Source: an optimization exercise on an open RTL-to-GDS flow (aim: small area, a short achievable clock period and few clock cycles per item). Production flows keep margins and buffers that such runs may drop.
Only simulation tests tie the RTL to the original design; equivalence was not proved.
Power is estimated from default activity; no workload was simulated.

==> flow/design.v (excerpt) <==
module hdu_plane_dec (
    input  wire        clk,
    input  wire        rst,           
    input  wire        tab_we,
    input  wire [4:0]  tab_addr,      
    input  wire [4:0]  tab_len,
    input  wire [15:0] tab_code,
    input  wire        start,
    input  wire [15:0] cfg_cols,
    input  wire [15:0] cfg_rows,
    input  wire [23:0] cfg_psize,     
    input  wire [15:0] cfg_seed,
    input  wire        in_valid,
    input  wire [7:0]  in_data,
    output wire        in_ready,
    output wire        out_valid,
    output wire [15:0] out_sample,
    input  wire        out_ready,
    output reg         done,
    output reg  [3:0]  err_cause,
    output reg  [2:0]  err_sub,
    output reg  [26:0] pos
);
    localparam NTAB = 20;
    localparam C_NONE  = 4'd0, C_TRUNC = 4'd3, C_TABLE = 4'd4, C_STREAM = 4'd5;
    localparam T_LEAF_ON_PATH = 3'd1, T_INTERNAL_AT_LEAF = 3'd2, T_DUPLICATE = 3'd3,
               T_BAD_LENGTH   = 3'd4, T_NO_SENTINEL      = 3'd5;
    localparam S_UNDEF_LEAF = 3'd1, S_ABSENT = 3'd2, S_BAD_SIZE = 3'd3,
               S_OVERFLOW   = 3'd4, S_BAD_SEED = 3'd5;
    localparam ST_IDLE = 3'd0,
               ST_CHK  = 3'd1,    
               ST_RDB  = 3'd2,    
               ST_RDL  = 3'd3,    
               ST_RCK  = 3'd4,    
               ST_RUN  = 3'd5,    
               ST_SER  = 3'd6,    
               ST_END  = 3'd7;    
    localparam K_SENT = 3'd0;
    reg [2:0]  state;
    reg [4:0]  tlen  [0:NTAB-1];
    reg [15:0] tcode [0:NTAB-1];
    reg        wq_we;
    reg [4:0]  wq_addr;
    reg [4:0]  wq_len;
    reg [39:0] buf_q;
    reg [5:0]  cnt;
    wire [15:0] win   = buf_q[39:24];
    wire [31:0] top32 = buf_q[39:8];
    reg [4:0]  chk_next;
    reg        evt;
    reg [2:0]  evt_kind;
    reg [4:0]  t;             
    reg [4:0]      wl;        
    reg [4:0]      vi;        
    reg            vo;
    reg        seed_ok, empty;
    reg [15:0] cols, col, rowrem;
    reg [23:0] rem;           
    reg        rem_z;         
  ...
Size in the first run: roughly 5000 cells after synthesis, roughly 0.047 sq mm of cells after synthesis.
export LEC_CHECK = 0
export CAP_MARGIN = 20
export CORE_MARGIN = 2
export CORE_UTILIZATION = 40
export SETUP_SLACK_MARGIN = 5
export SLEW_MARGIN = 20
create_clock -name core_clock -period 11.0 [get_ports {clk}]
standard.sh (not shown) runs the stock make flow with config.mk's settings and CLKGATE_MAP_FILE= SYNTH_SCRIPT=/design/flow/synth_recipe.tcl, a recipe that flattens the netlist after the stock synthesis.
==> flow/flow/run.sh <==
#!/bin/bash
# The standard layout (the standard.sh, unchanged synthesis, floorplan,
# placement, CTS and routing), with only the resizer's setup-repair margin
# raised so that repair_timing keeps improving paths below the clock period.
set -euo pipefail
MARGIN=6.5
grep -q 'SETUP_SLACK_MARGIN=' standard.sh
sed "s/SETUP_SLACK_MARGIN=[0-9.]*/SETUP_SLACK_MARGIN=${MARGIN}/" standard.sh > standard_margin.sh
bash standard_margin.sh > flow_make.log 2>&1
test -f out/final.def
Testbench counts at the start, summed over its fixed seeds: cycles 18,543, samples 16,047.
==> next run, changes <==
--- a/flow/design.v
+++ b/flow/design.v
@@ -45,19 +45,18 @@
     reg [39:0] buf_q;
     reg [5:0]  cnt;
     wire [15:0] win   = buf_q[39:24];
     wire [31:0] top32 = buf_q[39:8];
     reg [4:0]  chk_next;
     reg        evt;
     reg [2:0]  evt_kind;
     reg [4:0]  t;             
-    reg [4:0]      wl;        
-    reg [4:0]      vi;        
-    reg            vo;
+    reg [15:0]     wm;
+    reg [NTAB-1:0] vq;
     reg        seed_ok, empty;
     reg [15:0] cols, col, rowrem;
     reg [23:0] rem;           
     reg        rem_z;         
     reg [7:0]  ib;            
     reg        ib_v;
     reg        e_big, e_tr, e_ser;
     reg [4:0]  lsel_q;
@@ -90,18 +89,16 @@
     endfunction
     function [NTAB-1:0] onehot(input [4:0] n);
         integer i;
         begin
             for (i = 0; i < NTAB; i = i + 1)
                 onehot[i] = (i == n);
         end
     endfunction
-    wire [15:0]     wm = top_mask(wl);
-    wire [NTAB-1:0] vq = vo ? onehot(vi) : thermo(vi);
     reg [NTAB-1:0] hit;
     integer k;
     always @(*) begin
         for (k = 0; k < NTAB; k = k + 1)
             hit[k] = (((tcode[k] ^ win) & top_mask(tlen[k]) & wm) == 16'd0) && vq[k];
     end
     wire any_hit = |hit;
     reg [4:0] lsel;
@@ -173,17 +170,17 @@
     always @(posedge clk) begin
         if (wq_we) begin
             tlen[wq_addr]  <= wq_len;
             tcode[wq_addr] <= buf_q[23:8];
         end
     end
     always @(posedge clk) begin
         done <= 1'b0;
-        wl   <= 5'd16;
+        wm   <= 16'hffff;
         if (s2_go) begin
             o_valid  <= !ovf;
             o_sample <= sum[15:0];
             pos      <= pos_next;
             pc       <= s2_c;
         end else if (out_ready)
             o_valid  <= 1'b0;
         if (state == ST_RUN && s2_free) begin
@@ -226,18 +223,18 @@
         end else if (merge && state == ST_RUN)
             ib_v <= 1'b0;
         wq_we   <= tab_we && (tab_addr < NTAB) && (state == ST_IDLE);
         if (state == ST_IDLE) begin
             wq_addr <= tab_addr;
             wq_len  <= tab_len;
         end
         if (state == ST_IDLE && tab_we) begin
-            wl <= tab_len;
-            vi <= tab_addr; vo <= 1'b0;
+            wm <= top_mask(tab_len);
+            vq <= thermo(tab_addr);
         end
         if (mchk && (idx <= chk_next)) begin
             evt      <= ck_evt;
             evt_kind <= ck_kind;
             chk_next <= ck_evt ? idx : idx + 5'd1;
         end
         case (state)
         ST_IDLE: begin
@@ -266,56 +263,56 @@
                         done <= 1'b1; state <= ST_IDLE;
                     end else if (empty) begin
                         err_cause <= C_NONE; err_sub <= 3'd0; pos <= 27'd0;
                         done <= 1'b1; state <= ST_IDLE;
                     end else if (chk_next == 5'd0) begin
                         err_cause <= C_STREAM; err_sub <= S_UNDEF_LEAF; pos <= 27'd0;
                         done <= 1'b1; state <= ST_IDLE;
                     end else begin
-                        vi    <= chk_next; vo <= 1'b0;
+                        vq    <= thermo(chk_next);
                         state <= ST_RUN;
                     end
                 end else if (chk_next == NTAB) begin
                     err_cause <= C_TABLE; err_sub <= T_NO_SENTINEL; pos <= NTAB;
                     done <= 1'b1; state <= ST_IDLE;
                 end else begin
                     buf_q <= 40'd0;
                     t     <= 5'd0;
-                    wl    <= 5'd1;
-                    vi    <= chk_next; vo <= 1'b1;
+                    wm    <= top_mask(5'd1);
+                    vq    <= onehot(chk_next);
                     state <= ST_RDB;
                 end
             end
         end
         ST_RDB: begin
             t <= t + 5'd1;
             if (t == 5'd15)
                 state <= ST_RDL;
             else
-                wl <= t + 5'd2;
+                wm <= top_mask(t + 5'd2);
         end
         ST_RDL: begin
             if (t == 5'd16) begin
                 wq_len <= lsel;
                 t      <= 5'd17;
             end else begin
-                wl    <= wq_len;
-                vi    <= chk_next; vo <= 1'b0;
+                wm    <= top_mask(wq_len);
+                vq    <= thermo(chk_next);
                 state <= ST_RCK;
             end
         end
         ST_RCK: begin
             t <= 5'd0;
             if (ck_evt || chk_next == NTAB - 1)
                 state <= ST_CHK;
             else begin
                 buf_q <= 40'd0;
-                wl    <= 5'd1;
-                vi    <= chk_next + 5'd1; vo <= 1'b1;
+                wm    <= top_mask(5'd1);
+                vq    <= onehot(chk_next + 5'd1);
                 state <= ST_RDB;
             end
         end
         ST_RUN: begin
             if (fire) begin
                 if (last_col) begin
                     col    <= 16'd1;
                     rowrem <= rowrem - 16'd1;
@@ -328,30 +325,30 @@
             end else if (e_big) begin
                 err_cause <= C_STREAM; err_sub <= S_BAD_SIZE; t <= 5'd0;
                 state <= ST_END;
             end else if (e_tr) begin
                 err_cause <= C_TRUNC; err_sub <= 3'd0; t <= lsel_q;
                 state <= ST_END;
             end else if (e_ser) begin
                 t     <= 5'd0;
-                wl    <= 5'd1;
+                wm    <= top_mask(5'd1);
                 state <= ST_SER;
             end
         end
         ST_SER: begin
             if (exhausted && {1'b0, t} == cnt) begin
                 err_cause <= C_TRUNC; err_sub <= 3'd0;
                 state <= ST_END;
             end else if (!any_hit) begin
                 err_cause <= C_STREAM; err_sub <= S_ABSENT;
                 state <= ST_END;
             end else begin
                 t  <= t + 5'd1;
-                wl <= t + 5'd2;
+                wm <= top_mask(t + 5'd2);
             end
         end
         ST_END: begin
             if (halt) begin
                 pos      <= pos_next;
                 halt     <= 1'b0;
                 s2_valid <= 1'b0;
                 done     <= 1'b1;
After rerunning: The new run ran to the end with no violations; worst setup slack gains 0.25 ns; core utilization came out lower by 1.7 points; global-route usage came out lower by 3.9 points; final cell count came out higher by a few percent; sequential power came out higher by a few percent; via count came out higher slightly; cell area came out higher by a few percent; clock power came out lower by a few percent.
Testbench counts after the change, summed over its fixed seeds: cycles 18,543, samples 16,047.

## re-timing with driven ports
The flow's constraints put no driver on any port. The routed layouts listed below were extracted and timed again, unchanged, in two steps. Step 1 (the two cells are an assumption about what drives the block):
set clk [get_ports {clk}]
set_driving_cell -lib_cell sky130_fd_sc_hd__clkbuf_16 $clk
set_driving_cell -lib_cell sky130_fd_sc_hd__buf_2 [delete_from_list [all_inputs] $clk]
Step 2 adds t to the input delays and takes it off the output delays; t is the mean of the earliest and latest rising clock arrival at the registers after step 1. Input paths then give back, and output paths get back, about the clock's delay inside the block. Three values: no drivers, after step 1, after step 2; two values: the first two.
run | t, ns | slack for setup (ns) | worst hold slack (ns) | latest minus earliest clock arrival (ns) | worst data-port slew with drivers (ns)
the first run | 0.748 | 5.120 / 5.120 / 4.825 | 0.455 / 0.455 / 0.455 | 0.033 / 0.034 | 0.17
the second run | 0.781 | 5.371 / 5.371 / 4.774 | 0.459 / 0.459 / 0.459 | 0.048 / 0.048 | 0.13
After both steps setup and hold are still met in every run listed. For the second run, which loses most, drivers alone change the setup slack by 0.000 ns; drivers and shift together by -0.597 ns.
